Background: an optimization exercise with open tools, aiming at small area, a short achievable clock period and few clock cycles per item. Do not read the settings as production practice. In this exercise RTL edits were held to simulation tests only and were not proved equivalent to the original. Power figures rest on the tool's default switching activity, not on a simulated workload.

File: flow/design.v
module qr_rs_decoder (
  input  wire         clk,
  input  wire         rst,
  input  wire         cmd_valid,
  output wire         cmd_ready,
  input  wire [7:0]   cmd_n,
  input  wire [4:0]   cmd_k,
  input  wire         in_valid,
  output wire         in_ready,
  input  wire [7:0]   in_data,
  output reg          res_valid,
  output reg  [1:0]   res_err,
  output reg  [2:0]   res_sub,
  output reg  [3:0]   res_nerr,
  output wire [119:0] res_eloc,
  output wire [119:0] res_emag
);
  localparam KMAX = 30;
  function [7:0] gf_mul(input [7:0] a, input [7:0] b);
    integer i;
    reg [7:0] p, x;
    begin
      p = 8'h00;
      x = a;
      for (i = 0; i < 8; i = i + 1) begin
        if (b[i]) p = p ^ x;
        x = {x[6:0], 1'b0} ^ (x[7] ? 8'h1D : 8'h00);
      end
      gf_mul = p;
    end
  endfunction
  function [7:0] alpha_pow(input integer e);
    integer i;
    reg [7:0] x;
    begin
      x = 8'h01;
      for (i = 0; i < e; i = i + 1)
        x = {x[6:0], 1'b0} ^ (x[7] ? 8'h1D : 8'h00);
      alpha_pow = x;
    end
  endfunction
  function [3:0] g16_mul(input [3:0] a, input [3:0] b);
    integer m;
    reg [3:0] x;
    begin
      g16_mul = 4'h0;
      x = a;
      for (m = 0; m < 4; m = m + 1) begin
        if (b[m]) g16_mul = g16_mul ^ x;
        x = {x[2:0], 1'b0} ^ (x[3] ? 4'h3 : 4'h0);
      end
    end
  endfunction
  function [3:0] g16_inv(input [3:0] a);
    begin
      case (a)
        4'h0: g16_inv = 4'h0;
        4'h1: g16_inv = 4'h1;
        4'h2: g16_inv = 4'h9;
        4'h3: g16_inv = 4'hE;
        4'h4: g16_inv = 4'hD;
        4'h5: g16_inv = 4'hB;
        4'h6: g16_inv = 4'h7;
        4'h7: g16_inv = 4'h6;
        4'h8: g16_inv = 4'hF;
        4'h9: g16_inv = 4'h2;
        4'hA: g16_inv = 4'hC;
        4'hB: g16_inv = 4'h5;
        4'hC: g16_inv = 4'hA;
        4'hD: g16_inv = 4'h4;
        4'hE: g16_inv = 4'h3;
        4'hF: g16_inv = 4'h8;
        default: g16_inv = 4'h0;
      endcase
    end
  endfunction
  function [7:0] gf_lin(input [63:0] cols, input [7:0] a);
    integer m;
    begin
      gf_lin = 8'h00;
      for (m = 0; m < 8; m = m + 1)
        if (a[m]) gf_lin = gf_lin ^ cols[8*m +: 8];
    end
  endfunction
  function [11:0] gf_inv_a(input [7:0] a);
    reg [7:0] t;
    reg [3:0] d;
    begin
      t = gf_lin(64'h134FC83D2B472101, a);
      d = g16_mul(g16_mul(t[7:4], t[7:4]), 4'h8) ^ g16_mul(t[7:4], t[3:0]) ^ g16_mul(t[3:0], t[3:0]);
      gf_inv_a = {t, g16_inv(d)};
    end
  endfunction
  function [7:0] gf_inv_b(input [11:0] h);
    begin
      gf_inv_b = gf_lin(64'hB6D203CF44994E01,
                        {g16_mul(h[11:8], h[3:0]), g16_mul(h[11:8] ^ h[7:4], h[3:0])});
    end
  endfunction
  function [63:0] gf_expand(input [7:0] a);
    integer m;
    reg [7:0] x;
    begin
      x = a;
      for (m = 0; m < 8; m = m + 1) begin
        gf_expand[8*m +: 8] = x;
        x = {x[6:0], 1'b0} ^ (x[7] ? 8'h1D : 8'h00);
      end
    end
  endfunction
  function [7:0] gf_mulx(input [63:0] ae, input [7:0] b);
    integer m;
    begin
      gf_mulx = 8'h00;
      for (m = 0; m < 8; m = m + 1)
        if (b[m]) gf_mulx = gf_mulx ^ ae[8*m +: 8];
    end
  endfunction
  integer i, j;
  reg       cr;
  reg       pv;
  reg [7:0] pn;
  reg [4:0] pk;
  assign cmd_ready = cr;
  wire cmd_acc = cmd_valid & cr;
  wire p_param = (pn == 8'd0) || ({3'b000, pk} > pn) || (pk > KMAX);
  reg       ir;
  reg       av, aparam, afirst, alast;
  reg [7:0] an, arem;
  reg [4:0] ak;
  assign in_ready = ir;
  wire in_acc = in_valid & ir;
  reg       dv, dfirst, dlast;
  reg [7:0] dd, dn;
  reg [4:0] dk;
  reg [7:0] syn [0:KMAX-1];
  reg       s1_full, s1_param;
  reg [7:0] s1_n;
  reg [4:0] s1_k;
  localparam [2:0] E_IDLE = 3'd0, E_TA = 3'd1, E_TB = 3'd2, E_DIV = 3'd3, E_END = 3'd4, E_T0 = 3'd5, E_T1 = 3'd6;
  localparam [2:0] K_CHIEN = 3'd0, K_PARAM = 3'd1, K_SYNZ = 3'd2, K_SUB3 = 3'd3, K_SUB5 = 3'd4;
  reg [2:0]  es;
  reg [7:0]  R [0:KMAX];
  reg [7:0]  Q [0:KMAX];
  reg [7:0]  U [0:15];
  reg [7:0]  V [0:15];
  reg [4:0]  p;          
  reg [30:0] ph;         
  reg [4:0]  d, z;
  reg [63:0] sce;        
  reg        first, looped;
  reg        c_idle, c_swap, c_norm, c_scale, c_shift;
  reg [11:0] lih;        
  reg [7:0]  linv;       
  reg [7:0]  rpq, qpq, sct;
  reg        ph2;        
  reg        ph2m, ph2r;  
  reg [7:0]  n2;
  reg [4:0]  k2;
  reg [2:0]  kind2;
  localparam [1:0] C_IDLE = 2'd0, C_RUN = 2'd1, C_FL1 = 2'd2, C_FL2 = 2'd3;
  reg [1:0] cs;
  reg [7:0] sg [0:15];
  reg [7:0] om [1:15];
  reg [7:0] pos;
  reg [3:0] degs;
  reg [4:0] rcnt;
  reg       den0;
  reg       emit;        
  reg       a3v;
  reg [3:0] a3idx;
  reg [7:0] a3so, a3wo;
  reg       b3v;
  reg [3:0] b3idx;
  reg [11:0] b3inv;
  reg [63:0] b3woe;
  reg [7:0] eloc [0:14];
  reg [7:0] emag [0:14];
  genvar g;
  generate
    for (g = 0; g < 15; g = g + 1) begin : g_out
      assign res_eloc[8*g +: 8] = eloc[g];
      assign res_emag[8*g +: 8] = emag[g];
    end
  endgenerate
  wire s3_ready  = (cs == C_IDLE) || (cs == C_FL2 && kind2 == K_CHIEN);
  wire s3_take   = (es == E_END) & s3_ready;
  wire s2_take   = (es == E_IDLE) & s1_full;
  wire s2_idle_n = ((es == E_IDLE) & !s1_full) | s3_take;
  wire a_param_go  = av & aparam & !s1_full & !dv;
  wire a_byte_done = in_acc & alast;
  wire a_free      = !av | a_byte_done | a_param_go;
  wire a_take      = a_free & pv;
  wire av_n        = a_take | (av & !a_free);
  wire aparam_n    = a_take ? p_param : aparam;
  wire afirst_n    = a_take | (afirst & !in_acc);
  wire s1_full_n   = (s1_full & !s2_take) | (dv & dlast) | a_param_go;
  always @(posedge clk) begin
    if (rst) begin
      cr <= 1'b1;
      pv <= 1'b0;
      av <= 1'b0;
      ir <= 1'b0;
      dv <= 1'b0;
    end else begin
      pv <= cmd_acc | (pv & !a_take);
      cr <= !(cmd_acc | (pv & !a_take));
      if (a_take)      av <= 1'b1;
      else if (a_free) av <= 1'b0;
      ir <= av_n & !aparam_n & (!afirst_n | s2_idle_n | (!s1_full_n & !a_byte_done));
      dv <= in_acc;
    end
  end
  always @(posedge clk) begin
    if (cr) begin
      pn <= cmd_n;
      pk <= cmd_k;
    end
    if (a_take) begin
      an     <= pn;
      ak     <= pk;
      aparam <= p_param;
      arem   <= pn;
      afirst <= 1'b1;
      alast  <= (pn == 8'd1);
    end else if (in_acc) begin
      arem   <= arem - 8'd1;
      afirst <= 1'b0;
      alast  <= (arem == 8'd2);
    end
    dd     <= in_data;
    dfirst <= afirst;
    dlast  <= alast;
    dn     <= an;
    dk     <= ak;
  end
  always @(posedge clk) begin
    if (dv)
      for (i = 0; i < KMAX; i = i + 1)
        syn[i] <= (gf_mul(syn[i], alpha_pow(i)) & {8{!dfirst}}) ^ dd;
  end
  always @(posedge clk) begin
    if (rst) begin
      s1_full <= 1'b0;
    end else begin
      if (s2_take) s1_full <= 1'b0;
      if (dv && dlast) s1_full <= 1'b1;
      if (a_param_go)  s1_full <= 1'b1;
    end
  end
  always @(posedge clk) begin
    if (dv && dlast) begin
      s1_param <= 1'b0;
      s1_n     <= dn;
      s1_k     <= dk;
    end
    if (a_param_go) s1_param <= 1'b1;
  end
  wire [30:0] phm = ph >> 1;
  reg  [7:0]  ra, rb, qb;
  always @* begin
    ra = 8'h00;
    rb = 8'h00;
    qb = 8'h00;
    for (j = 0; j <= KMAX; j = j + 1) begin
      ra = ra | (R[j] & {8{ph[j]}});
      rb = rb | (R[j] & {8{phm[j]}});
      qb = qb | (Q[j] & {8{phm[j]}});
    end
  end
  wire [4:0] hk = (k2 + 5'd1) >> 1;       
  reg        anynz, hi;
  always @* begin
    anynz = 1'b0;
    hi    = 1'b0;
    for (j = 0; j <= KMAX; j = j + 1) begin
      if (R[j] != 8'h00) begin
        anynz = 1'b1;
        if (j >= hk) hi = 1'b1;
      end
    end
  end
  reg  [7:0] pm [0:23];
  always @* begin
    for (j = 0; j < 24; j = j + 1)
      pm[j] = gf_mulx(sce, !ph2m ? Q[j] : (j < 7) ? Q[24+j] : (j < 23) ? V[j-7] : 8'h00);
  end
  wire [7:0] sc_next  = rpq ^ gf_mulx(sce, qpq);
  wire [7:0] rpq_next = rb ^ gf_mulx(sce, qb);
  wire ta_go = hi && (looped || anynz);
  wire ld = c_idle;
  always @(posedge clk) begin
    ph2  <= (es == E_DIV) & !ph2;
    ph2m <= (es == E_DIV) & !ph2m;
    ph2r <= (es == E_DIV) & !ph2r;
  end
  always @(posedge clk) begin
    if (rst) begin
      es     <= E_IDLE;
      c_idle <= 1'b1;
      c_swap <= 1'b0;
      c_norm <= 1'b0;
    end else begin
      case (es)
        E_IDLE: if (s1_full) es <= s1_param ? E_END : E_T0;
        E_T0:   es <= E_T1;
        E_T1:   es <= E_TA;
        E_TA:   es <= E_TB;
        E_TB:   es <= c_swap ? E_DIV : c_norm ? E_T0 : E_END;
        E_DIV:  if (d == 5'd0 && ph2) es <= E_TA;
        E_END:  if (s3_take) es <= E_IDLE;
        default: es <= E_IDLE;
      endcase
      c_idle <= s2_idle_n;
      c_swap <= (es == E_TA) && ta_go && (sct != 8'h00);
      c_norm <= (es == E_TA) && ta_go && (sct == 8'h00);
    end
  end
  always @(posedge clk) begin
    c_scale <= c_swap;
    c_shift <= (es == E_DIV) && !ph2 && (d != 5'd0);
    for (j = 0; j <= KMAX; j = j + 1)
      R[j] <= ld ? ((j < KMAX && j < s1_k) ? syn[j] : 8'h00) :
              c_swap ? Q[j] :
              c_norm ? ((j > 0) ? R[j-1] : 8'h00) :
              (j < 24) ? (ph2r ? R[j] : R[j] ^ pm[j]) :
                         (ph2r ? R[j] ^ pm[j-24] : R[j]);
    for (j = 0; j < 16; j = j + 1)
      U[j] <= ld ? ((j == 0) ? 8'h01 : 8'h00) :
              c_swap ? V[j] :
              c_norm ? ((j > 0) ? U[j-1] : 8'h00) :
              ph2r ? U[j] ^ pm[j+7] : U[j];
    if (ld) begin
      for (j = 0; j <= KMAX; j = j + 1) Q[j] <= (j == s1_k) ? 8'h01 : 8'h00;
      for (j = 0; j < 16; j = j + 1)    V[j] <= 8'h00;
    end else if (c_swap) begin
      for (j = 0; j <= KMAX; j = j + 1) Q[j] <= (j > 0) ? R[j-1] : 8'h00;
      for (j = 0; j < 16; j = j + 1)    V[j] <= (j > 0) ? U[j-1] : 8'h00;
    end else if (c_scale) begin
      for (j = 0; j < 24; j = j + 1) Q[j] <= pm[j];
    end else if (c_shift) begin
      for (j = 0; j <= KMAX; j = j + 1)
        Q[j] <= (j >= KMAX) ? 8'h00 : (j + 1 < 24 || !first) ? Q[j+1] : pm[j+1-24];
      for (j = 0; j < 16; j = j + 1)
        V[j] <= (j == 15) ? 8'h00 : first ? pm[j+8] : V[j+1];
    end
    lih  <= gf_inv_a(sct);
    linv <= gf_inv_b(lih);
    if (ld) begin
      n2     <= s1_n;
      k2     <= s1_k;
      kind2  <= K_PARAM;
      p      <= s1_k - 5'd1;
      for (j = 0; j <= KMAX; j = j + 1) ph[j] <= (j + 1 == s1_k);
      z      <= 5'd0;
      looped <= 1'b0;
      sce    <= 64'd0;
      qpq    <= 8'h00;
    end
    case (es)
      E_T0: begin
        sct <= ra;
        rpq <= rb;
      end
      E_TA: begin
        kind2 <= (!looped && !anynz) ? K_SYNZ : !looped ? K_SUB5 : (U[0] == 8'h00) ? K_SUB3 : K_CHIEN;
      end
      E_TB: begin
        if (c_norm) z <= z + 5'd1;
        if (c_swap) begin
          sce    <= gf_expand(linv);
          rpq    <= qpq;      
          qpq    <= rpq;      
          d      <= z + 5'd1;
          z      <= 5'd0;
          first  <= 1'b1;
          looped <= 1'b1;
        end
      end
      E_DIV: begin
        if (!ph2) begin
          sct <= sc_next;
          rpq <= rpq_next;
          if (first) qpq <= gf_mulx(sce, qpq);
        end else begin
          first <= 1'b0;
          sce   <= (d != 5'd0) ? gf_expand(sct) : 64'd0;
          d     <= d - 5'd1;
          if (d != 5'd0) begin
            p  <= p - 5'd1;
            ph <= ph >> 1;
          end
        end
      end
      default: ;
    endcase
  end
  reg [7:0] ssum, sodd, wsum;
  always @* begin
    ssum = 8'h00;
    sodd = 8'h00;
    wsum = 8'h00;
    for (j = 0; j < 16; j = j + 1) begin
      ssum = ssum ^ sg[j];
      if (j % 2 == 0) sodd = sodd ^ sg[j];
    end
    for (j = 1; j < 16; j = j + 1) wsum = wsum ^ om[j];
  end
  wire       c3_go   = (cs == C_RUN) && ssum == 8'h00 && rcnt != {1'b0, degs};
  wire [4:0] rcnt_n  = rcnt + {4'd0, c3_go};
  wire       s3_load = s3_take && kind2 == K_CHIEN;
  always @(posedge clk) begin
    if (rst) begin
      cs        <= C_IDLE;
      res_valid <= 1'b0;
      emit      <= 1'b0;
      a3v       <= 1'b0;
      b3v       <= 1'b0;
    end else begin
      res_valid <= (s3_take && kind2 != K_CHIEN) || emit;
      emit      <= (cs == C_FL1);
      a3v       <= c3_go;
      b3v       <= a3v;
      case (cs)
        C_IDLE: if (s3_load) cs <= C_RUN;
        C_RUN:  if (pos == 8'd0 || rcnt_n == {1'b0, degs}) cs <= C_FL1;
        C_FL1:  cs <= C_FL2;
        C_FL2:  cs <= s3_load ? C_RUN : C_IDLE;
      endcase
    end
  end
  always @(posedge clk) begin
    if (s3_take) begin
      for (j = 0; j < 16; j = j + 1) sg[j] <= U[15-j];
      for (j = 1; j < 16; j = j + 1) om[j] <= R[15-j];
      pos  <= n2 - 8'd1;
      degs <= k2[3:0] - p[3:0] - 4'd1;
    end else begin
      for (j = 0; j < 16; j = j + 1) sg[j] <= gf_mul(sg[j], alpha_pow(j));
      for (j = 1; j < 16; j = j + 1) om[j] <= gf_mul(om[j], alpha_pow(j));
      pos <= pos - 8'd1;
    end
    if (s3_take && kind2 != K_CHIEN) begin
      res_nerr <= 4'd0;
      case (kind2)
        K_PARAM: begin res_err <= 2'd1; res_sub <= 3'd1; end
        K_SUB3:  begin res_err <= 2'd2; res_sub <= 3'd3; end
        K_SUB5:  begin res_err <= 2'd2; res_sub <= 3'd5; end
        default: begin res_err <= 2'd0; res_sub <= 3'd0; end
      endcase
    end else if (cs == C_FL1) begin
      res_nerr <= rcnt[3:0];
      if (rcnt != {1'b0, degs}) begin
        res_err <= 2'd2;
        res_sub <= 3'd4;
      end else if (den0) begin
        res_err <= 2'd2;
        res_sub <= 3'd6;
      end else begin
        res_err <= 2'd0;
        res_sub <= 3'd0;
      end
    end
    if (s3_load) begin
      rcnt <= 5'd0;
      den0 <= 1'b0;
    end else if (c3_go) begin
      rcnt <= rcnt_n;
      if (sodd == 8'h00) den0 <= 1'b1;
    end
    if (c3_go) eloc[rcnt[3:0]] <= pos;
    a3idx <= rcnt[3:0];
    a3so  <= sodd;
    a3wo  <= wsum;
    b3idx <= a3idx;
    b3inv <= gf_inv_a(a3so);
    b3woe <= gf_expand(a3wo);
    if (b3v) emag[b3idx] <= gf_mulx(b3woe, gf_inv_b(b3inv));
  end
endmodule
File: flow/flow/run.sh
#!/bin/bash
# The standard layout (standard.sh: the ORFS flow, synthesis unchanged), with
#  - port buffers of buf_4 rather than the resizer's weakest buffer, and
#  - timing repair (after CTS and after global routing) aiming for 8.5 ns of
#    setup slack, i.e. a 3.5 ns register-to-register delay.
# Each tool writes its full log under orfs/logs; the make output goes to standard.log.
set -euo pipefail
export BUFFER_PORTS_ARGS="-buffer_cell sky130_fd_sc_hd__buf_4"
export SETUP_SLACK_MARGIN=8.5
bash standard.sh > standard.log 2>&1
File: flow/standard.sh
#!/bin/bash
# synth_recipe.tcl (not shown) runs the flow's synth.tcl, then flattens the netlist and writes it again
# the make line also repeats each setting of config.mk as NAME=value (left out here)
make -C /OpenROAD-flow-scripts/flow DESIGN_CONFIG=/design/flow/config.mk WORK_HOME=/design/flow/orfs CLKGATE_MAP_FILE= SYNTH_SCRIPT=/design/flow/synth_recipe.tcl "${@:-finish}"
File: flow/config.mk
export PLATFORM = sky130hd
export DESIGN_NAME = qr_rs_decoder
export DESIGN_NICKNAME = qr_rs_decoder
export VERILOG_FILES = /design/flow/design.v
export SDC_FILE = /design/flow/constraint.sdc
export NUM_CORES = 8
export LEC_CHECK = 0
export CAP_MARGIN = 20
export CORE_MARGIN = 2
export CORE_UTILIZATION = 45
export CTS_CLUSTER_DIAMETER = 80
export CTS_CLUSTER_SIZE = 20
export PLACE_DENSITY = 0.65
export SLEW_MARGIN = 20
File: flow/constraint.sdc
create_clock -name core_clock -period 12.0 [get_ports {clk}]
set_input_delay 2.4000 -clock core_clock [delete_from_list [all_inputs] [get_ports {clk}]]
set_output_delay 2.4000 -clock core_clock [all_outputs]
set_load 0.01 [all_outputs]
==> notes.md, run 1 <==
- STA classifies the critical path endpoint as an output pin.
- After the last flow step, the layout net total stands at 13800.
- The count of final max-slew check failures is 0.
- Compared with the post-synthesis result, the final layout area differs by 12.7%.
- The net switching power is 17.0 mW.
- The detailed-route wire length is 639 mm.
- The first global-routing pass estimated 856 mm of wire.
- The routability congestion estimate from global placement is 1.12.
- No sink is reached through more buffers than the 3 on the longest clock path.
- The post-route minimum period is 3840 ps.
- The count of final setup violators is 0.
- The largest single stage delay on the critical path is 430 ps.
- The beginning of the worst register-to-register path is c_idle.
- The leakage power is 44.9 nW.
- The most critical setup path has its startpoint at res_err[1].
- The nature of the critical path startpoint is a register.
- The height of the die is 520 um.
- The worst reg-to-reg setup slack is 8290 ps.
- The internal cell power is 23.6 mW.
- The min-delay analysis places its worst path in the category reg -> reg.
- The DRC marker count from the first detailed-route iteration is 21600.
- In this run the number of H-tree levels came out at 4.
- The number of unique standard cell types used by synthesis is 72.
- The final instance count without filler cells is 17400.
- The capture instance of the worst register-to-register path is R[6][3].
- The relative slew slack is 6.52%.
- The count of standard-cell rows is 189.
- After synthesis, the cell types taking the most area are edfxtp_1 27%, xnor2_1 15%, dfxtp_1 13%.
- For this run, the number of Yosys warnings is 9.
- The sequential fraction of design power is 31.1%.
- The clock latency of the later-clocked register in the worst-skew pair is 880 ps.
- The total global-route track usage is 45.4%.
- The most common cell in the synthesized netlist is nand2_1.
- The critical path goes through buf_6.
- The count of input and output buffers is 276.
- The maximum clock skew at final layout is 74.2 ps.
- The average via count per standard cell is 6.52.
- The number of synthesized register bits is 1840.
- For the pin with the worst max-slew slack, the measured transition is 1400 ps.
- The CTS tree is done.
- The initial antenna violation count is 97.
- Of all cell types, the one taking the most synthesized area is edfxtp_1.
- Entering global routing, the biggest net connects 164 pins.
- Global routing finished with a remaining overflow of 0.
- The overall die area is 0.270 mm^2.
- The floorplan step set the die width to 520 um.
- The number of cells produced by synthesis is 13800.
- During I/O placement, the number of pins put on the boundary was 277.
- Setup repair after global routing could not meet its margin everywhere.
- After detailed routing, the average wire length per cell comes to 36.6 um.
- The number of hold violations in the final report is 0.
- The achievable frequency is 260 MHz.
- After legalization and detailed placement, the total HPWL measured 440 mm.
- Ranked by instance count, the synthesized netlist is headed by 2966 x nand2_1, 1988 x xnor2_1, 1370 x xor2_1, 1071 x edfxtp_1, 1067 x o21ai_0.
- The CTS root buffer is clkbuf_16.
- On the critical path, the stage with the largest delay is an instance of edfxtp_1.
- The initial core utilization is 45.2%.
- For the final routed database, the setup TNS stands at 0 ps.
- Data on the critical path arrives at its endpoint at 1440 ps.
- The TritonCTS sink count is 1840.
- In this run, synthesis inferred 1071 flip-flops with an integrated enable.
- The area inside the core boundary is 0.265 mm^2.
- By startpoint and endpoint, the worst setup path is classified as reg -> out.
- Across the VDD grid, the largest voltage drop is 0.00318 V.
- The power density of the placed cells is 300 mW/mm^2.
- The kind of cell adding the most delay to the critical path is flip-flops.
- The detail route stage leaves a number of antenna-violating nets equal to 0.
- The worst-case reg-to-reg path depth is 8.
- The post-synthesis area per instance is 8.69 um^2.
- The number of global-route vias before repair is 101000.
- Summing over every cut layer, the via total after detailed routing is 114000.
- The clock edge transition at the registers on the reported setup and hold paths is 80 ps.
- The run finished with no timing, DRC or antenna violations.
- In this run switching power makes up 41.9% of total power.
- The post-route clock period utilization is 32.0%.
- The net count of the mapped netlist is 13900.
- The proportion of power drawn by the clock network is 12.7%.
- The number of design rule violations left after detail routing is 0.
- The top-area cell type share of the netlist area is 26.9%.
- Before antenna repair, the detailed router went through 12 iterations.
- The max-cap violation count is 0.
- STA puts the critical path data required time at 9600 ps.
- The worst setup path endpoint is res_err[1].
- The number of clock buffers added by TritonCTS is 138.
- The power share of the combinational group is 56.2%.
- Along the worst path, the maximum fanout reaches 1.
- Counting both buffers and inverters, the worst setup path holds a total of 1.
- The number of gates on the worst path with buffers counted is 1.
- The sequential-to-total area share from yosys stat is 39.7%.
- Including well taps, the total number of placed cells is 17000.
- For this run, asynchronously set or reset flops after synthesis account for 0%.
- After clock tree synthesis, the flow added hold-fix buffers numbering 0.
- Cells with a size suffix above 1 make up 11.9% of the layout.
- The area of the mapped netlist is 0.120 mm^2.
- The most common flop cell mapped by yosys is edfxtp_1.
-- placed cells by master (no fill, tap or decap), drive strengths merged, types with 11 or more instances in the layout --
| cell type | instances |
|---|---|
| nand2 | 2967 |
| a22oi | 494 |
| nor2 | 817 |
| nor2b | 26 |
| ha | 52 |
| a211oi | 26 |
| mux2 | 195 |
| or4 | 11 |
| a222oi | 148 |
| a21oi | 627 |
| a221oi | 61 |
| nand3 | 47 |
| inv | 195 |
| mux2i | 27 |
| o22ai | 13 |
| xnor2 | 1990 |
| clkinv | 37 |
| nand2b | 59 |
| a22o | 59 |
| xor2 | 1371 |
| o211ai | 268 |
| o221ai | 13 |
| nor3b | 16 |
| and3 | 20 |
| xnor3 | 18 |
| nor4 | 81 |
| a21o | 24 |
| nand4 | 77 |
| clkbuf | 184 |
| diode | 64 |
| dfxtp | 769 |
| o21ai | 1069 |
| nor3 | 50 |
| edfxtp | 1071 |
| buf | 862 |
-- power groups by stage --
| stage | logic (mW) | registers, mW | clock network (mW) |
|---|---|---|---|
| after floorplan | 12.0 | 11.9 | 0 |
| after global placement | 15.4 | 11.4 | 0 |
| after detailed placement | 16.4 | 11.8 | 0 |
| after CTS | 20.7 | 12.5 | 5.13 |
| after global routing | 24.1 | 12.7 | 5.33 |
| final | 22.8 | 12.6 | 5.14 |
-- sequential cells by signal, summed over array words and instances (netlist names), 29 cells and up --
name and flops:
Q 248, R 248, U 128, V 128
b3woe 29, eloc 120, emag 120, om 120
ph 31, sce 64, sg 128, syn 240
-- worst min path at each step --
| stage | start | end | slack, ps | cells after the start |
|---|---|---|---|---|
| floorplan | a3idx[0] | b3idx[0] | 310 | 0 |
| global placement | a3idx[3] | b3idx[3] | 310 | 0 |
| detailed placement | a3idx[0] | b3idx[0] | 320 | 0 |
| CTS | a3idx[0] | b3idx[0] | 340 | 0 |
| global route | a3idx[2] | b3idx[2] | 350 | 0 |
| finish | a3idx[0] | b3idx[0] | 340 | 0 |
-- cells by family (layout without fill, tap and decap cells) --
logic type      after synthesis  count (layout)  synth area share, %
simple gates               4205            4210                 14.0
xor+xnor                   3378            3379                 24.9
compound gates             2854            2854                 14.8
flops                      1840            1840                 39.7
buf+inv                    1230            1288                 3.89
mux                         223             223                 2.08
fa+ha+maj                    54              54                0.568
other cells                   0              64                    0
-- layout make-up --
type,count,area (um^2)
Sequential cell,1840,47700
Tap cell,3533,4420
Timing Repair Buffer,865,7740
Multi-Input combinational cell,10700,69500
Antenna cell,64,160
Clock buffer,183,3750
Inverter,167,662
Fill cell,24900,130000
Clock inverter,73,973
-- stage by stage --
stage	utilization [%]	total power [mW]	hold WS, ps	setup slack [ps]	cell area (um^2)
after floorplan	-	24.0	310	8500	120000
after global placement	47.5	26.9	310	6880	126000
after detailed placement	47.6	28.2	317	7010	126000
after CTS	50.2	38.3	341	8120	133000
after global routing	50.9	42.1	347	8130	135000
final	51.0	40.5	336	8160	135000
-- what timing repair did --
item,4_1_cts,5_1_grt
resized for setup,330,251
setup buffers,70,71
pin swaps,43,62
cloned,6,3
setup endpoints to repair,1560,753
-- metal layers --
metal / global-route usage (%) / share of wire (%)
met2: 62.2 / 39
met4: 36.1 / 10
met5: 0 / 0.072
met1: 56.4 / 35
met3: 17.7 / 15
Testbench counts, summed over its fixed seeds: cycles 23,168, blocks 240.
==> inputs of run 2 (changes only) <==
--- a/flow/config.mk
+++ b/flow/config.mk
@@ -7,3 +7,3 @@
 export LEC_CHECK = 0
-export CAP_MARGIN = 20
+export CAP_MARGIN = 30
 export CORE_MARGIN = 2
@@ -13,2 +13,2 @@
 export PLACE_DENSITY = 0.65
-export SLEW_MARGIN = 20
+export SLEW_MARGIN = 40
==> notes.md, run 2 <==
- The worst setup path is launched from a register.
- The area of the mapped netlist came to 0.120 mm^2 (unchanged).
- The achievable frequency is 260 MHz (about the same).
- The detailed-route wire length is 635 mm (-0.50%).
- The total power of the final layout came to 39.9 mW (-1.4%).
- The aggregate global routing overflow is 0 (unchanged).
- The slew of the pin with the lowest slew margin came to 1140 ps (-260 ps).
- The kind of cell adding the most delay to the critical path is flip-flops.
- Yosys attributes the largest share of cell area to edfxtp_1 27%, xnor2_1 15%, dfxtp_1 13%.
- The sum of negative setup slack is 0 ps (unchanged).
- The simple logic cell fraction of the synthesized area came to 14.0% (unchanged).
- The adder-cell share of the synthesized area is 0.568% (unchanged).
- The run finished with no timing, DRC or antenna violations.
- For this run, the leading register cell type out of synthesis is edfxtp_1.
- The final instance count without filler cells is 17500 (+0.046%).
- The post-route minimum period was 3840 ps (-3.53 ps).
- The combined buffer and inverter count along the critical path is 1 (unchanged).
- The worst supply voltage drop on vdd is 0.00315 V (-0.82%).
- The least setup slack across all paths after layout is 8160 ps (+3.53 ps).
- The height of the die is 520 um (unchanged).
- The power density of the placed cells is 295 mW/mm^2 (-1.9%).
- The TritonCTS buffer count is 136 (-1.4%).
- The leakage power is 45.1 nW (+0.31%).
- The count of final setup violators is 0 (unchanged).
- The post-route antenna net violation count was 0 (unchanged).
- The signal on the critical path passes through buf_6.
- The count of yosys warnings during synthesis is 9 (unchanged).
- Setup repair after global routing could not meet its margin everywhere.
- The worst-case setup slack after placement is 7160 ps (+148 ps).
- The number of nets in the layout is 13800 (+0.029%).
- The sequential-to-total area share from yosys stat is 39.7% (unchanged).
- The maximum fanout along the worst path was 1 (unchanged).
- The number of gates on the worst path with buffers counted is 1 (unchanged).
- The most frequent cell after synthesis is nand2_1.
- The share of layout cells above drive strength 1 is 12.2% (+0.35 points).
- The pin count of the biggest net entering global routing is 164 (unchanged).
- The H-tree level count is 4 (unchanged).
- The area inside the core boundary is 0.265 mm^2 (unchanged).
- The mean routed wirelength per cell came to 36.4 um (-0.55%).
- The most critical setup path has its startpoint at res_err[1].
- The area growth from synthesis to layout is 13.2%.
- The worst endpoint required time is 9600 ps (about the same).
- The total cell area at the placement stage is 0.127 mm^2 (+0.45%).
- On the critical path, the stage with the largest delay is an instance of edfxtp_1.
- The count of final max-slew check failures came to 0 (unchanged).
- The largest total area in the synthesized netlist belongs to edfxtp_1.
- The number of design rule violations left after detail routing was 0 (unchanged).
- The initial core utilization is 45.2% (unchanged).
- The count of standard-cell rows came to 189 (unchanged).
- The capture instance of the worst register-to-register path is c_norm.
- The worst reg-to-reg setup slack is 8370 ps (+80 ps).
- The worst setup path is captured at an output pin.
- The origin of the worst min-delay path is a3idx[0].
- The die boundary width was 520 um (unchanged).
- The worst hold-check path type is reg -> reg.
- The share of cell area taken by muxes after synthesis is 2.08% (unchanged).
- The TritonCTS sink count is 1840 (unchanged).
- The count of vias placed by the detailed router was 113000 (-0.34%).
- The critical path arrival was 1440 ps (about the same).
- The top-area cell type share of the netlist area is 26.9% (unchanged).
- The post-synthesis area per instance is 8.69 um^2 (unchanged).
- In the layout the commonest cells are 2959 x nand2_1, 1819 x xnor2_1, 1362 x xor2_1, 1071 x edfxtp_1, 1064 x o21ai_0.
- The max-cap violation count is 0 (unchanged).
- The buffer levels on the longest clock path is 3 (unchanged).
- The leading cell type in the layout, fill and taps excluded is nand2_1.
- The number of synthesized register bits was 1840 (unchanged).
- The type of the worst setup path is reg -> out.
- TritonCTS built the clock tree.
- The initial antenna violation count is 101 (+4.1%).
- The net count of the mapped netlist was 13900 (unchanged).
- The average via count per standard cell was 6.50 (-0.38%).
- The number of global-route vias before repair is 101000 (+0.27%).
- The largest registers in the layout are Q x248, R x248, syn x240.
- The post-route clock period utilization is 32.0% (about the same).
- The overall die area is 0.270 mm^2 (unchanged).
- The number of cells produced by synthesis is 13800 (unchanged).
- The count of hold-fix buffers inserted at cts came to 0 (unchanged).
- The tree is rooted in a clkbuf_16.
- The number of hold violations in the final report is 0 (unchanged).
- The DRC marker count from the first detailed-route iteration is 21600 (-0.15%).
- The worst-case reg-to-reg path depth came to 9 (+1).
- The placed wire-length estimate is 440 mm (+0.19%).
- The share of flip-flops with an asynchronous set or reset after synthesis is 0% (unchanged).
- The final cell utilization of the core is 51.2% (+0.21 points).
- The clock edge transition at the registers on the reported setup and hold paths is 80 ps (about the same).
- By count the netlist is led by 2966 x nand2_1, 1988 x xnor2_1, 1370 x xor2_1, 1071 x edfxtp_1, 1067 x o21ai_0.
- The count of input and output buffers is 276 (unchanged).
- After synthesis, the largest family of logic cells by area is XOR/XNOR gates.
- The cell area after layout is 0.136 mm^2 (+0.42%).
- The routability congestion estimate from global placement is 1.12 (unchanged).
- The number of synthesized flops with an enable pin came to 1071 (unchanged).
- The relative slew slack is 23.9% (+17 points).
- The clock latency of the later-clocked register in the worst-skew pair was 900 ps (+20 ps).
- The total global-route track usage is 45.2% (-0.12 points).
- The largest stage delay on the critical path is 420 ps (about the same).
- The final worst hold slack came to 340 ps (+4.10 ps).
- The post-synthesis compound-gate area fraction is 14.8% (unchanged).
- The placed cell count came to 17000 (+0.035%).
- The number of iterations in the first detailed-routing pass is 10 (-2).
- The maximum clock skew at final layout was 115 ps (+40.4 ps).
- Following the worst setup path forward leads to its endpoint at res_err[1].
- The xor-xnor portion of the synthesized cell area came to 24.9% (unchanged).
- The beginning of the worst register-to-register path is R[6][3].
- The global-route wire length before repair came to 854 mm (-0.16%).
- The number of unique standard cell types used by synthesis is 72 (unchanged).
- The filler cell count in the final layout is 24800 (-0.59%).
- The I/O pin count is 277 (unchanged).
-- run 2: cell counts after synthesis --
No cell type changed its count.
-- run 2: routing by layer --
metal,global-route usage (%),routed length (um),vias to the layer above
met4,37.0,65100,68
met2,62.1,249000,9948
met1,55.6,225000,54100
met3,17.8,95500,2649
met5,0.158,603,-
li1,-,-,46700
-- run 2: timing repair --
item | 4_1_cts | 5_1_grt
cloned | 5 | 3
endpoints found under the setup margin | 1359 | 647
buffers inserted | 59 | 72
pin swaps | 37 | 67
resized for setup | 293 | 261
-- run 2: worst min path at each step --
| stage | slack [ps] | endpoint | cells after the start |
|---|---|---|---|
| floorplan | 310 | b3idx[0] | 0 |
| global placement | 310 | b3idx[3] | 0 |
| detailed placement | 320 | b3idx[0] | 0 |
| CTS | 340 | b3idx[0] | 0 |
| global route | 350 | b3idx[2] | 0 |
| finish | 340 | b3idx[0] | 0 |
-- run 2: cell type report --
type                    count  area (um^2)  share of cell area [%]
diodes                     70          175                   0.129
clock buffers             181         3720                    2.75
clock inverters            71          927                   0.684
inverters                 167          663                   0.489
multi-input cells       10700        69900                    51.5
flip-flops and latches   1840        47700                    35.2
well taps                3533         4420                    3.26
repair buffers            874         8040                    5.93
-- run 2: power breakdown --
part,internal [mW],leakage (nW),switching (mW)
sequential,11.0,17.4,1.45
clock,2.38,2.24,2.72
combinational,10.0,25.4,12.3
total,23.4,45.1,16.5
-- run 2: cells by family (layout without fill, tap and decap cells) --
logic type / after synthesis / count (layout)
DFF: 1840 / 1840
muxes: 223 / 223
adders and majority gates: 54 / 54
buffers and inverters: 1230 / 1293
xor gates and xnor gates: 3378 / 3378
other: 0 / 70
and+or+nand+nor: 4205 / 4208
AOI/OAI and AO/OA: 2854 / 2854
==> inputs of run 3 (changes only) <==
--- a/flow/config.mk
+++ b/flow/config.mk
@@ -7,3 +7,3 @@
 export LEC_CHECK = 0
-export CAP_MARGIN = 30
+export CAP_MARGIN = 50
 export CORE_MARGIN = 2
@@ -13,2 +13,2 @@
 export PLACE_DENSITY = 0.65
-export SLEW_MARGIN = 40
+export SLEW_MARGIN = 70
==> notes.md, run 3 <==
- For this design, the slowest cell found on the critical path is edfxtp_1.
- The leakage power came to 49.2 nW (+9.0%).
- The count of yosys warnings during synthesis is 9 (unchanged).
- The number of cells produced by synthesis is 13800 (unchanged).
- The I/O pin count is 277 (unchanged).
- The post-route minimum period is 3860 ps (+21.6 ps).
- The number of nets in the layout came to 14400 (+4.2%).
- The relative slew slack is 62.1% (+38 points).
- The count of final max-slew check failures was 0 (unchanged).
- The pin count of the biggest net entering global routing was 83 (-49%).
- The initial antenna violation count came to 93 (-7.9%).
- The worst supply voltage drop on vdd is 0.00308 V (-2.3%).
- The achievable frequency is 259 MHz (-0.56%).
- The worst setup path is of the reg -> out kind.
- The switching share of power is 41.8% (+0.48 points).
- The height of the die was 520 um (unchanged).
- The overall die area is 0.270 mm^2 (unchanged).
- The post-synthesis area per instance is 8.69 um^2 (unchanged).
- The top-area cell type share of the netlist area is 26.9% (unchanged).
- The detailed route wirelength on metal3 came to 98.1 mm (+2.7%).
- The synthesized design spends more area on one cell type than any other, namely edfxtp_1.
- The leading cell type in the layout, fill and taps excluded is nand2_1.
- The global-route wire length before repair is 867 mm (+1.4%).
- The net switching power is 18.2 mW (+10%).
- The H-tree level count is 4 (unchanged).
- The share of layout cells above drive strength 1 came to 17.9% (+5.7 points).
- The clock edge transition at the registers on the reported setup and hold paths was 80 ps (about the same).
- The aggregate global routing overflow is 0 (unchanged).
- The initial core utilization is 45.2% (unchanged).
- The critical path arrival is 1460 ps (+20 ps).
- Relative to the synthesized area, the layout overhead comes to 20.4%.
- The largest stage delay on the critical path came to 430 ps (about the same).
- The area taken by flip-flops and latches was 0.0479 mm^2 (+0.30%).
- The signal on the critical path passes through buf_6.
- The slew of the pin with the lowest slew margin was 569 ps (-573 ps).
- The buffer levels on the longest clock path came to 3 (unchanged).
- The detailed-route wire length is 644 mm (+1.4%).
- The proportion of power drawn by the clock network came to 11.6% (-1.2 points).
- The number of synthesized register bits is 1840 (unchanged).
- The count of standard-cell rows came to 189 (unchanged).
- The maximum clock skew at final layout is 104 ps (-10.2 ps).
- The number of design rule violations left after detail routing is 0 (unchanged).
- The power share of the combinational group is 59.8% (+3.8 points).
- The sequential fraction of design power is 28.6% (-2.7 points).
- The net count of the mapped netlist is 13900 (unchanged).
- The sum of negative setup slack is 0 ps (unchanged).
- The internal cell power came to 25.3 mW (+8.0%).
- The most common flop cell mapped by yosys is edfxtp_1.
- The combined buffer and inverter count along the critical path is 1 (unchanged).
- The nature of the critical path startpoint is a register.
- The met1 routed wirelength after detailed routing is 225 mm (about the same).
- The CTS root buffer is clkbuf_16.
- The worst endpoint required time is 9600 ps (about the same).
- The total global-route track usage is 45.7% (+0.46 points).
- The placed wire-length estimate came to 472 mm (+7.2%).
- The count of input and output buffers is 276 (unchanged).
- The run finished with no timing, DRC or antenna violations.
- The largest registers in the layout are Q x248, R x248, syn x240.
- The average via count per standard cell is 6.45 (-0.72%).
- The power density of the placed cells is 302 mW/mm^2 (+2.4%).
- The area inside the core boundary came to 0.265 mm^2 (unchanged).
- The number of synthesized flops with an enable pin is 1071 (unchanged).
- The die boundary width came to 520 um (unchanged).
- The total power of the final layout was 43.5 mW (+8.9%).
- Yosys instantiated no cell more often than nand2_1.
- The wire length on met2 is 253 mm (+1.6%).
- The endpoint class of the critical path is an output pin.
- The CTS tree is done.
- The TritonCTS buffer count is 136 (unchanged).
- The kind of cell adding the most delay to the critical path is flip-flops.
- The mean routed wirelength per cell is 35.7 um (-1.9%).
- The area of the mapped netlist is 0.120 mm^2 (unchanged).
- The DRC marker count from the first detailed-route iteration is 20800 (-3.9%).
- The sequential-to-total area share from yosys stat is 39.7% (unchanged).
- The maximum fanout along the worst path was 1 (unchanged).
- The number of iterations in the first detailed-routing pass is 11 (+1).
- The tightest min-delay check is of the reg -> reg type.
- The combined area of the multi-input logic cells is 0.0719 mm^2 (+2.8%).
- The post-route clock period utilization came to 32.2% (+0.18 points).
- The number of unique standard cell types used by synthesis is 72 (unchanged).
- The count of hold-fix buffers inserted at cts is 0 (unchanged).
- The TritonCTS sink count is 1840 (unchanged).
- The highest layer touched by signal routing is met5.
- The routability congestion estimate from global placement is 1.12 (unchanged).
- The clock latency of the later-clocked register in the worst-skew pair came to 900 ps (about the same).
- The count of vias placed by the detailed router was 116000 (+2.6%).
- Setup repair after global routing could not meet its margin everywhere.
- In the synthesized netlist, the cells that appear most often are 2966 x nand2_1, 1988 x xnor2_1, 1370 x xor2_1, 1071 x edfxtp_1, 1067 x o21ai_0.
- The max-cap violation count is 0 (unchanged).
- In the post-synthesis netlist, the biggest area contributors are edfxtp_1 27%, xnor2_1 15%, dfxtp_1 13%.
- The post-route antenna net violation count is 0 (unchanged).
- The number of hold violations in the final report is 0 (unchanged).
- The filler cell count in the final layout is 23700 (-4.3%).
- Leaving out fill and tap cells, the most frequent cells in the layout are 2948 x nand2_1, 1700 x xnor2_1, 1347 x xor2_1, 1071 x edfxtp_1, 1051 x o21ai_0.
- The share of flip-flops with an asynchronous set or reset after synthesis is 0% (unchanged).
- The count of final setup violators was 0 (unchanged).
- The number of global-route vias before repair is 105000 (+3.4%).
==> run 3: cell counts after synthesis <==
Identical to the previous run, type by type.
==> run 3: cells by family after synthesis <==
family / synth area share (%)
buffers and inverters: 3.89
muxes: 2.08
DFF: 39.7
xor gates and xnor gates: 24.9
and+or+nand+nor: 14.0
adders and majority gates: 0.568
AOI/OAI and AO/OA: 14.8
==> run 3: final timing paths <==
check,startpoint,endpoint,slack [ps],depth (start not counted)
hold / removal,a3idx[0],b3idx[0],340,0
setup / recovery,res_err[1],res_err[1],8140,1
setup reg to reg,R[2][6],c_norm,8360,13
hold reg to reg,a3idx[0],b3idx[0],340,0
==> run 3: repair_timing <==
action | CTS | global route
cloned | 5 | 4
endpoints found under the setup margin | 510 | 410
pin swaps | 49 | 96
buffers inserted | 61 | 87
resized for setup | 251 | 288
==> run 3: layout make-up <==
class | count | area share [%]
antenna | 68 | 0.118
clock buffer | 182 | 2.58
clock inverter | 70 | 0.577
inverter | 167 | 0.471
multi-input combinational | 10700 | 49.8
sequential | 1840 | 33.2
tap | 3533 | 3.07
timing repair buffer | 1457 | 10.1
timing repair inverter | 1 | 0.00781
==> run 3: layer usage <==
layer	up-vias	track usage, %
li1	47900	-
met2	10300	62.9
met4	64	37.4
met3	2864	18.5
met1	55300	55.7
met5	-	0.509
==> run 3: through the flow <==
| stage | util (%) | std cells | area [um^2] | worst slack, ps | hold slack, ps |
|---|---|---|---|---|---|
| 3_3_place_gp | 47.5 | 17000 | 126000 | 6880 | 310 |
| 2_1_floorplan | - | 13800 | 120000 | 8500 | 310 |
| 4_1_cts | 53.2 | 17800 | 141000 | 8120 | 339 |
| 3_5_place_dp | 50.8 | 17500 | 135000 | 7670 | 319 |
| 6_report | 54.4 | 18000 | 144000 | 8140 | 338 |
| 5_1_grt | 54.4 | 18000 | 144000 | 8110 | 349 |
==> run 3: power groups by stage <==
stage / Clock, mW / Combinational [mW] / Sequential (mW)
global placement: 0 / 15.4 / 11.4
CTS: 5.02 / 22.0 / 12.4
floorplan: 0 / 12.0 / 11.9
global route: 5.24 / 27.3 / 12.5
finish: 5.04 / 26.0 / 12.4
detailed placement: 0 / 18.9 / 12.2
==> inputs of run 4 (changes only) <==
--- a/flow/design.v
+++ b/flow/design.v
@@ -425,3 +425,4 @@
         C_IDLE: if (s3_load) cs <= C_RUN;
-        C_RUN:  if (pos == 8'd0 || rcnt_n == {1'b0, degs}) cs <= C_FL1;
+        C_RUN:  if (pos == 8'd0 || rcnt_n == {1'b0, degs} ||
+                    (pos < 8'd16 && {1'b0, rcnt_n} + {2'b00, pos[3:0]} < {2'b00, degs})) cs <= C_FL1;
         C_FL1:  cs <= C_FL2;
--- a/flow/config.mk
+++ b/flow/config.mk
@@ -7,3 +7,3 @@
 export LEC_CHECK = 0
-export CAP_MARGIN = 50
+export CAP_MARGIN = 20
 export CORE_MARGIN = 2
@@ -13,2 +13,2 @@
 export PLACE_DENSITY = 0.65
-export SLEW_MARGIN = 70
+export SLEW_MARGIN = 20
==> notes.md, run 4 <==
- The number of synthesized flops with an enable pin is 1071 (unchanged).
- The pin count of the biggest net entering global routing is 173 (+110%).
- The overall die area is 0.271 mm^2 (+0.29%).
- The die boundary width is 521 um (+0.15%).
- The number of unique standard cell types used by synthesis was 75 (+4.2%).
- The post-route minimum period is 4040 ps (+178 ps).
- The worst-case reg-to-reg path depth came to 21 (+8).
- The total cell area at the placement stage was 0.126 mm^2 (-6.7%).
- The number of design rule violations left after detail routing was 0 (unchanged).
- The mean routed wirelength per cell was 35.8 um (+0.30%).
- The worst endpoint required time is 12760 ps (+3160 ps).
- The number of cells produced by synthesis is 13800 (+0.20%).
- The number of synthesized register bits came to 1840 (unchanged).
- The sum of negative setup slack is 0 ps (unchanged).
- The worst supply voltage drop on vdd is 0.00170 V (-45%).
- The total power of the final layout was 39.7 mW (-8.7%).
- The area of the mapped netlist is 0.120 mm^2 (+0.29%).
- The critical path arrival is 4800 ps (+3340 ps).
- The count of yosys warnings during synthesis is 9 (unchanged).
- The startpoint identified for the worst hold timing path is a3idx[3].
- Setup repair after global routing could not meet its margin everywhere.
- The maximum clock skew at final layout came to 58.5 ps (-45.9 ps).
- The post-route antenna net violation count is 0 (unchanged).
- The nature of the critical path startpoint is a register.
- The largest total area in the synthesized netlist belongs to edfxtp_1.
- The CTS root buffer is clkbuf_16.
- The top-area cell type share of the netlist area is 26.8% (-0.079 points).
- The most common flop cell mapped by yosys is edfxtp_1.
- The cell that appears most often on the critical path is xnor2_1.
- The H-tree level count is 4 (unchanged).
- The DRC marker count from the first detailed-route iteration is 20000 (-3.8%).
- The run finished with no timing, DRC or antenna violations.
- The height of the die is 521 um (+0.15%).
- The sink of the worst hold path is b3idx[3].
- The filler cell count in the final layout was 24900 (+5.1%).
- The count of standard-cell rows came to 189 (unchanged).
- The largest registers in the layout are Q x248, R x248, syn x240.
- Among all cell types in the netlist, the one instantiated most often is nand2_1.
- The post-route clock period utilization is 33.7% (+1.5 points).
- The relative slew slack came to 8.27% (-54 points).
- The beginning of the worst register-to-register path is sg[6][4].
- The number of nets in the layout came to 13800 (-4.4%).
- The maximum fanout along the worst path was 4 (+3).
- The share of layout cells above drive strength 1 is 11.7% (-6.3 points).
- The worst reg-to-reg setup slack is 7960 ps (-400 ps).
- The TritonCTS sink count came to 1840 (unchanged).
- The buffer levels on the longest clock path is 3 (unchanged).
- The share of flip-flops with an asynchronous set or reset after synthesis is 0% (unchanged).
- The area inside the core boundary was 0.265 mm^2 (+0.18%).
- After synthesis, the cell types taking the most area are edfxtp_1 27%, xnor2_1 14%, dfxtp_1 13%.
- The count of input and output buffers is 276 (unchanged).
- The type of the worst setup path is reg -> reg.
- The cell area after layout is 0.135 mm^2 (-6.4%).
- The largest stage delay on the critical path is 540 ps (+110 ps).
- The area taken by flip-flops and latches is 0.0477 mm^2 (-0.35%).
- The count of final setup violators came to 0 (unchanged).
- In the layout the commonest cells are 2845 x nand2_1, 1835 x xnor2_1, 1357 x xor2_1, 1071 x edfxtp_1, 1034 x o21ai_0.
- The routability congestion estimate from global placement is 1.12 (+0.32%).
- The post-synthesis area per instance was 8.70 um^2 (about the same).
- Ranked by instance count, the synthesized netlist is headed by 2854 x nand2_1, 1970 x xnor2_1, 1370 x xor2_1, 1071 x edfxtp_1, 1047 x o21ai_0.
- The average via count per standard cell is 6.59 (+2.1%).
- The max-cap violation count is 0 (unchanged).
- The CTS tree is done.
- The area growth from synthesis to layout is 12.4%.
- The I/O pin count came to 277 (unchanged).
- The worst hold path cell count is 0 (unchanged).
- The net count of the mapped netlist is 13900 (+0.25%).
- The sequential-to-total area share from yosys stat is 39.6% (-0.12 points).
- The combined area of the multi-input logic cells was 0.0703 mm^2 (-2.2%).
- The global-route wire length before repair is 836 mm (-3.5%).
- The leakage power is 44.7 nW (-9.2%).
- The achievable frequency is 247 MHz (-4.4%).
- The clock latency of the later-clocked register in the worst-skew pair came to 890 ps (about the same).
- The leading cell type in the layout, fill and taps excluded is nand2_1.
- The number of hold violations in the final report is 0 (unchanged).
- The initial antenna violation count is 107 (+15%).
- The aggregate global routing overflow is 0 (unchanged).
- The number of iterations in the first detailed-routing pass is 9 (-2).
- The clock edge transition at the registers on the reported setup and hold paths is 90 ps (about the same).
- The detailed-route wire length is 624 mm (-3.2%).
- The power density of the placed cells is 294 mW/mm^2 (-2.4%).
- The worst hold-check path type is reg -> reg.
- The TritonCTS buffer count is 132 (-2.9%).
- The total global-route track usage came to 44.0% (-1.7 points).
- The slew of the pin with the lowest slew margin came to 1370 ps (+800 ps).
- The endpoint class of the critical path is a register.
- The placed wire-length estimate is 431 mm (-8.7%).
- The number of global-route vias before repair was 101000 (-3.2%).
- The count of vias placed by the detailed router was 115000 (-1.4%).
- The standard cell with the maximum stage delay on the critical path is fa_2.
- The endpoint identified for the worst register-to-register timing path is cs[1].
- The initial core utilization was 45.3% (+0.052 points).
- Walking the worst path, the cells encountered are xnor2_1 > xnor2_1 > xnor2_1 > xnor2_1 > nor3_2 > nand3_2 > inv_4 > ha_4 > ha_4 > inv_4 > fa_2 > inv_2 > ha_4 > a21oi_4 > nor2b_4 > o21ai_2 > a21oi_2 > o221ai_2 > a21boi_2 > mux2i_1 > nor2_1.
- The count of final max-slew check failures is 0 (unchanged).
==> run 4: repair_timing <==
item | 4_1_cts | 5_1_grt
cloned | 3 | 4
hold buffers | 0 | 0
setup buffers | 91 | 61
pin swaps | 46 | 69
endpoints found under the setup margin | 1373 | 967
resized for setup | 372 | 255
==> run 4: worst max path at each step <==
| stage | from | cells past startpoint | endpoint |
|---|---|---|---|
| after CTS | sg[0][0] | 20 | cs[1] |
| after detailed placement | b3inv[3] | 9 | emag[6][7] |
| after floorplan | rcnt[0] | 20 | cs[1] |
| after global routing | sg[0][1] | 20 | cs[1] |
| final | sg[6][4] | 21 | cs[1] |
| after global placement | b3inv[3] | 9 | emag[10][7] |
==> run 4: stage by stage <==
step | hold WS (ps) | setup WS, ps | cells | utilization, %
final | 332 | 7960 | 17400 | 50.9
after global routing | 345 | 7860 | 17300 | 50.8
after CTS | 332 | 7950 | 17300 | 50.1
after detailed placement | 312 | 6970 | 16900 | 47.4
after global placement | 312 | 7050 | 16900 | 47.4
after floorplan | 310 | 8250 | 13800 | -
==> run 4: kinds of logic after synthesis <==
kind of cell               Yosys count  share of synthesized area (%)
muxes                              224                           2.09
buffers and inverters             1155                           3.65
and+or+nand+nor                   4202                           14.0
AOI/OAI and AO/OA                 2951                           15.0
xor gates and xnor gates          3377                           25.0
adders and majority gates           62                          0.656
DFF                               1840                           39.6
==> run 4: per-layer routing <==
metal  track usage [%]  vias to the layer above  share of wire [%]
met5             0.246                        -              0.063
met4              34.5                       62                9.9
met3              18.5                     2906                 15
met2              60.3                     9982                 39
met1              54.0                    55100                 36
li1                  -                    46700                  -
==> run 4: critical path: cells and delay by family (launching register included) <==
kind	cells	cell delay [ps]
buffers and inverters	3	150
multiplexers	1	190
AND/OR/NAND/NOR	4	300
adder cells (fa/ha/maj)	4	1210
AO/OA/AOI/OAI	5	750
XOR/XNOR	4	900
flip-flops	1	460
==> run 4: cell type report <==
class | instances | area share, %
Clock inverter | 65 | 0.739
Multi-Input combinational cell | 10800 | 52.1
Sequential cell | 1840 | 35.4
Antenna cell | 94 | 0.174
Tap cell | 3533 | 3.28
Timing Repair Buffer | 788 | 5.47
Clock buffer | 176 | 2.62
Inverter | 97 | 0.291
==> run 4: power breakdown <==
part	internal [mW]	switching, mW	leakage [nW]
registers	10.7	1.58	17.5
logic	10.2	12.2	25.0
clock network	2.33	2.71	2.18
Testbench counts of run 4, summed over its fixed seeds: cycles 23,061, blocks 240.
==> inputs of run 5 (changes only) <==
--- a/flow/design.v
+++ b/flow/design.v
@@ -150,2 +150,3 @@
   reg [63:0] sce;        
+  reg [7:0]  scn;        
   reg        first, looped;
@@ -288,2 +289,5 @@
   wire [7:0] sc_next  = rpq ^ gf_mulx(sce, qpq);
+  wire [7:0] sc_sel   = (es == E_TB && c_swap)            ? linv :
+                        (es == E_DIV && !ph2)             ? scn  :
+                        (es == E_DIV && ph2 && d != 5'd0) ? sct  : 8'h00;
   wire [7:0] rpq_next = rb ^ gf_mulx(sce, qb);
@@ -348,2 +352,4 @@
     linv <= gf_inv_b(lih);
+    scn <= sc_sel;
+    sce <= gf_expand(sc_sel);
     if (ld) begin
@@ -356,3 +362,2 @@
       looped <= 1'b0;
-      sce    <= 64'd0;
       qpq    <= 8'h00;
@@ -370,3 +375,2 @@
         if (c_swap) begin
-          sce    <= gf_expand(linv);
           rpq    <= qpq;      
@@ -386,3 +390,2 @@
           first <= 1'b0;
-          sce   <= (d != 5'd0) ? gf_expand(sct) : 64'd0;
           d     <= d - 5'd1;
@@ -426,3 +429,3 @@
         C_RUN:  if (pos == 8'd0 || rcnt_n == {1'b0, degs} ||
-                    (pos < 8'd16 && {1'b0, rcnt_n} + {2'b00, pos[3:0]} < {2'b00, degs})) cs <= C_FL1;
+                    (pos < 8'd16 && {1'b0, rcnt} + {2'b00, pos[3:0]} + 6'd1 < {2'b00, degs})) cs <= C_FL1;
         C_FL1:  cs <= C_FL2;
--- a/flow/config.mk
+++ b/flow/config.mk
@@ -12,2 +12,3 @@
 export CTS_CLUSTER_SIZE = 20
+export GPL_TIMING_DRIVEN = 1
 export PLACE_DENSITY = 0.65
==> notes.md, run 5 <==
- The post-route clock period utilization is 32.7% (-1.0 points).
- The sequential-to-total area share from yosys stat was 39.6% (about the same).
- The post-route antenna net violation count was 0 (unchanged).
- The area inside the core boundary is 0.262 mm^2 (-1.2%).
- Leaving out fill and tap cells, the most frequent cells in the layout are 2841 x nand2_1, 1736 x xnor2_1, 1391 x xor2_1, 1071 x edfxtp_1, 979 x o21ai_0.
- The most used flip-flop cell after synthesis is edfxtp_1.
- For hold timing, the worst endpoint is b3idx[2].
- The TritonCTS buffer count is 130 (-1.5%).
- The combined area of the multi-input logic cells is 0.0695 mm^2 (-1.2%).
- The CTS tree is done.
- The worst setup path is launched from a register.
- The simple logic cell fraction of the synthesized area is 14.1% (+0.14 points).
- The post-synthesis to final-layout area growth is 12.8%.
- The aggregate global routing overflow is 0 (unchanged).
- The share of cell area taken by muxes after synthesis is 2.14% (+0.052 points).
- The wire length on met2 is 236 mm (-3.8%).
- After synthesis, the largest family of logic cells by area is XOR/XNOR gates.
- The clock edge transition at the registers on the reported setup and hold paths was 80 ps (about the same).
- The achievable frequency is 255 MHz (+3.1%).
- The number of hold violations in the final report was 0 (unchanged).
- The slew of the pin with the lowest slew margin is 1370 ps (+5.92 ps).
- The worst-case reg-to-reg path depth is 20 (-4.8%).
- In this run the worst hold path is classified as reg -> reg.
- The initial antenna violation count is 76 (-29%).
- The maximum fanout along the worst path is 1 (-3).
- The origin of the worst min-delay path is a3idx[2].
- The total global-route track usage is 41.7% (-2.3 points).
- The routability congestion estimate from global placement is 1.10 (-1.3%).
- The number of cells produced by synthesis came to 13600 (-1.5%).
- The leakage power came to 44.0 nW (-1.5%).
- The leading cell type in the layout, fill and taps excluded is nand2_1.
- The mean routed wirelength per cell came to 34.0 um (-5.0%).
- The TritonCTS sink count is 1805 (-1.9%).
- The number of nets in the layout came to 13500 (-1.6%).
- The placed wire-length estimate came to 398 mm (-7.7%).
- The net count of the mapped netlist is 13700 (-1.5%).
- The height of the die came to 517 um (-0.72%).
- The share of layout cells above drive strength 1 is 12.1% (+0.45 points).
- The commonest cells after synthesis are 2853 x nand2_1, 1894 x xnor2_1, 1405 x xor2_1, 1071 x edfxtp_1, 994 x o21ai_0.
- The final instance count without filler cells is 17100 (-1.5%).
- The I/O pin count is 277 (unchanged).
- In the final layout, the registers with the most flip-flops are Q x248, R x248, syn x240.
- The most common cell in the synthesized netlist is nand2_1.
- The area taken by flip-flops and latches is 0.0471 mm^2 (-1.3%).
- The pin count of the biggest net entering global routing is 209 (+21%).
- The DRC marker count from the first detailed-route iteration is 17900 (-11%).
- The number of unique standard cell types used by synthesis was 80 (+6.7%).
- The post-route minimum period is 3920 ps (-121 ps).
- The detailed route wirelength on metal3 is 81.4 mm (-13%).
- The filler cell count in the final layout came to 24300 (-2.6%).
- The largest stage delay on the critical path was 460 ps (-80 ps).
- The top-area cell type share of the netlist area is 27.2% (+0.39 points).
- The worst supply voltage drop on vdd is 0.00199 V (+17%).
- The endpoint identified for the worst register-to-register timing path is cs[1].
- The sum of negative setup slack was 0 ps (unchanged).
- The count of vias placed by the detailed router is 110000 (-4.5%).
- The initial core utilization is 45.2% (-0.096 points).
- The count of input and output buffers is 276 (unchanged).
- The max-cap violation count came to 0 (unchanged).
- The worst hold path cell count is 0 (unchanged).
- The type of the worst setup path is reg -> out.
- The adder-cell share of the synthesized area is 0.647% (-0.0094 points).
- The overall die area is 0.267 mm^2 (-1.4%).
- The met1 routed wirelength after detailed routing came to 209 mm (-6.3%).
- The endpoint class of the critical path is an output pin.
- The number of global-route vias before repair was 98100 (-3.2%).
- The area of the mapped netlist was 0.118 mm^2 (-1.4%).
- The count of standard-cell rows came to 188 (-0.53%).
- The number of design rule violations left after detail routing is 0 (unchanged).
- On the critical path the largest part of the delay comes from flip-flops.
- The critical path arrival is 1520 ps (-3280 ps).
- The maximum clock skew at final layout is 78.2 ps (+19.6 ps).
- The count of final max-slew check failures is 0 (unchanged).
- The global-route wire length before repair is 787 mm (-5.9%).
- The post-synthesis compound-gate area fraction is 14.7% (-0.31 points).
- The count of hold-fix buffers inserted at cts was 0 (unchanged).
- The xor-xnor portion of the synthesized cell area is 25.1% (+0.14 points).
- The count of final setup violators came to 0 (unchanged).
- The die boundary width is 517 um (-0.72%).
- The post-synthesis area per instance is 8.70 um^2 (about the same).
- The detailed-route wire length is 584 mm (-6.5%).
- Traced cell by cell, the critical path runs through buf_6.
- Setup repair after global routing could not meet its margin everywhere.
- The startpoint identified for the worst register-to-register timing path is sg[4][6].
- The relative slew slack is 8.38% (+0.10 points).
- The placed cell count is 16600 (-1.6%).
- The flow ran to the end and the layout has no timing, DRC or antenna violations.
- The worst endpoint required time came to 9600 ps (-3160 ps).
- The number of synthesized flops with an enable pin is 1071 (unchanged).
- The power density of the placed cells is 334 mW/mm^2 (+13%).
- On the critical path, the stage with the largest delay is an instance of edfxtp_1.
- The combined buffer and inverter count along the critical path is 1 (-2).
- The H-tree level count is 4 (unchanged).
- The worst reg-to-reg setup slack was 8300 ps (+340 ps).
- The leading area contributor after synthesis is edfxtp_1.
- The number of iterations in the first detailed-routing pass is 10 (+1).
- The clock latency of the later-clocked register in the worst-skew pair is 900 ps (about the same).
- The highest layer touched by signal routing is met5.
- The average via count per standard cell is 6.39 (-3.0%).
- The count of yosys warnings during synthesis is 9 (unchanged).
- The CTS root buffer is clkbuf_16.
- Yosys attributes the largest share of cell area to edfxtp_1 27%, xnor2_1 14%, dfxtp_1 12%.
- The buffer levels on the longest clock path was 3 (unchanged).
- The share of flip-flops with an asynchronous set or reset after synthesis is 0% (unchanged).
- The number of synthesized register bits is 1805 (-1.9%).
## run 5: cells by family (layout without fill, tap and decap cells)
kind of cell / Yosys count / in the layout
other: 0 / 57
adders and majority gates: 60 / 60
xor gates and xnor gates: 3338 / 3338
and+or+nand+nor: 4197 / 4200
buffers and inverters: 1132 / 1093
muxes: 228 / 228
DFF: 1805 / 1805
AOI/OAI and AO/OA: 2846 / 2846
## run 5: layer usage
layer / global-route usage [%] / up-vias
met4: 32.5 / 46
met5: 0.216 / -
li1: - / 45900
met3: 13.8 / 2285
met2: 58.9 / 8849
met1: 52.0 / 52500
## run 5: metrics by stage
| stage | util (%) | worst slack, ps | power, mW | cell area (um^2) | hold slack (ps) |
|---|---|---|---|---|---|
| 6_report | 51.0 | 8080 | 44.6 | 134000 | 337 |
| 5_1_grt | 50.9 | 8030 | 46.0 | 133000 | 352 |
| 4_1_cts | 49.9 | 8030 | 37.3 | 131000 | 339 |
| 3_5_place_dp | 47.1 | 7190 | 28.2 | 124000 | 314 |
| 3_3_place_gp | 47.1 | 7090 | 28.0 | 123000 | 317 |
| 2_1_floorplan | - | 8500 | 23.0 | 118000 | 310 |
## run 5: where the power goes
group | total [mW] | internal, mW | leakage [nW] | switching (mW)
sequential | 12.2 | 11.1 | 17.2 | 1.10
clock | 4.94 | 2.26 | 2.15 | 2.68
combinational | 27.4 | 12.9 | 24.6 | 14.4
## run 5: area by class of cell
cell class,instances,area share (%)
Multi-Input combinational cell,10700,52.0
Sequential cell,1805,35.3
Timing Repair Buffer,769,5.66
Tap cell,3515,3.29
Clock buffer,168,2.60
Clock inverter,73,0.796
Inverter,83,0.252
Antenna cell,57,0.107
## run 5: worst max-delay path by stage
stage	depth (start not counted)	endpoint	slack [ps]	from
floorplan	5	alast	8500	in_valid
global placement	8	c_swap	7090	R[2][6]
detailed placement	11	emag[0][6]	7190	b3inv[3]
CTS	1	res_eloc[104]	8030	eloc[13][0]
global route	1	res_eloc[104]	8030	eloc[13][0]
finish	1	res_eloc[40]	8080	eloc[5][0]
## run 5: what timing repair did
| item | CTS | global route |
|---|---|---|
| pin swaps | 49 | 82 |
| resized for setup | 387 | 370 |
| gates cloned | 2 | 13 |
| setup endpoints to repair | 1219 | 948 |
| buffers inserted | 93 | 94 |
Testbench counts of run 5, summed over its fixed seeds: cycles 23,072, blocks 240.

==> port drivers added, routing unchanged <==
The results above use ideal ports. As a check the final layouts listed here were re-extracted and re-timed, cells and wires unchanged.
Step 1 (the two cells are an assumption about what drives the block):
set clk [get_ports {clk}]
set_driving_cell -lib_cell sky130_fd_sc_hd__clkbuf_16 $clk
set_driving_cell -lib_cell sky130_fd_sc_hd__buf_2 [delete_from_list [all_inputs] $clk]
Step 2 times the ports against the registers' clock, not the clock port: input delays grow and output delays shrink by t, the midpoint of the rising clock arrivals with the driver on.
Three values: no drivers, after step 1, after step 2; two values: the first two.
run | t, ns | setup WS [ns] | hold WS [ns] | worst setup path at the end | clock arrival spread, ns
run 1 | 0.960 | 8.155 / 8.042 / 8.228 | 0.336 / 0.336 / 0.336 | input to register | 0.075 / 0.075
run 2 | 0.948 | 8.159 / 8.052 / 8.227 | 0.340 / 0.340 / 0.340 | input to register | 0.116 / 0.116
run 3 | 0.963 | 8.137 / 8.027 / 8.240 | 0.338 / 0.338 / 0.338 | input to register | 0.119 / 0.118
run 4 | 0.956 | 7.959 / 7.959 / 7.959 | 0.332 / 0.332 / 0.332 | register to register | 0.071 / 0.071
run 5 | 0.962 | 8.080 / 7.978 / 7.727 | 0.337 / 0.337 / 0.337 | input to register | 0.084 / 0.084
After both steps setup and hold are still met in every run listed. The setup slack of run 5, which loses most, moves by -0.102 ns with the drivers and by -0.353 ns with both steps.
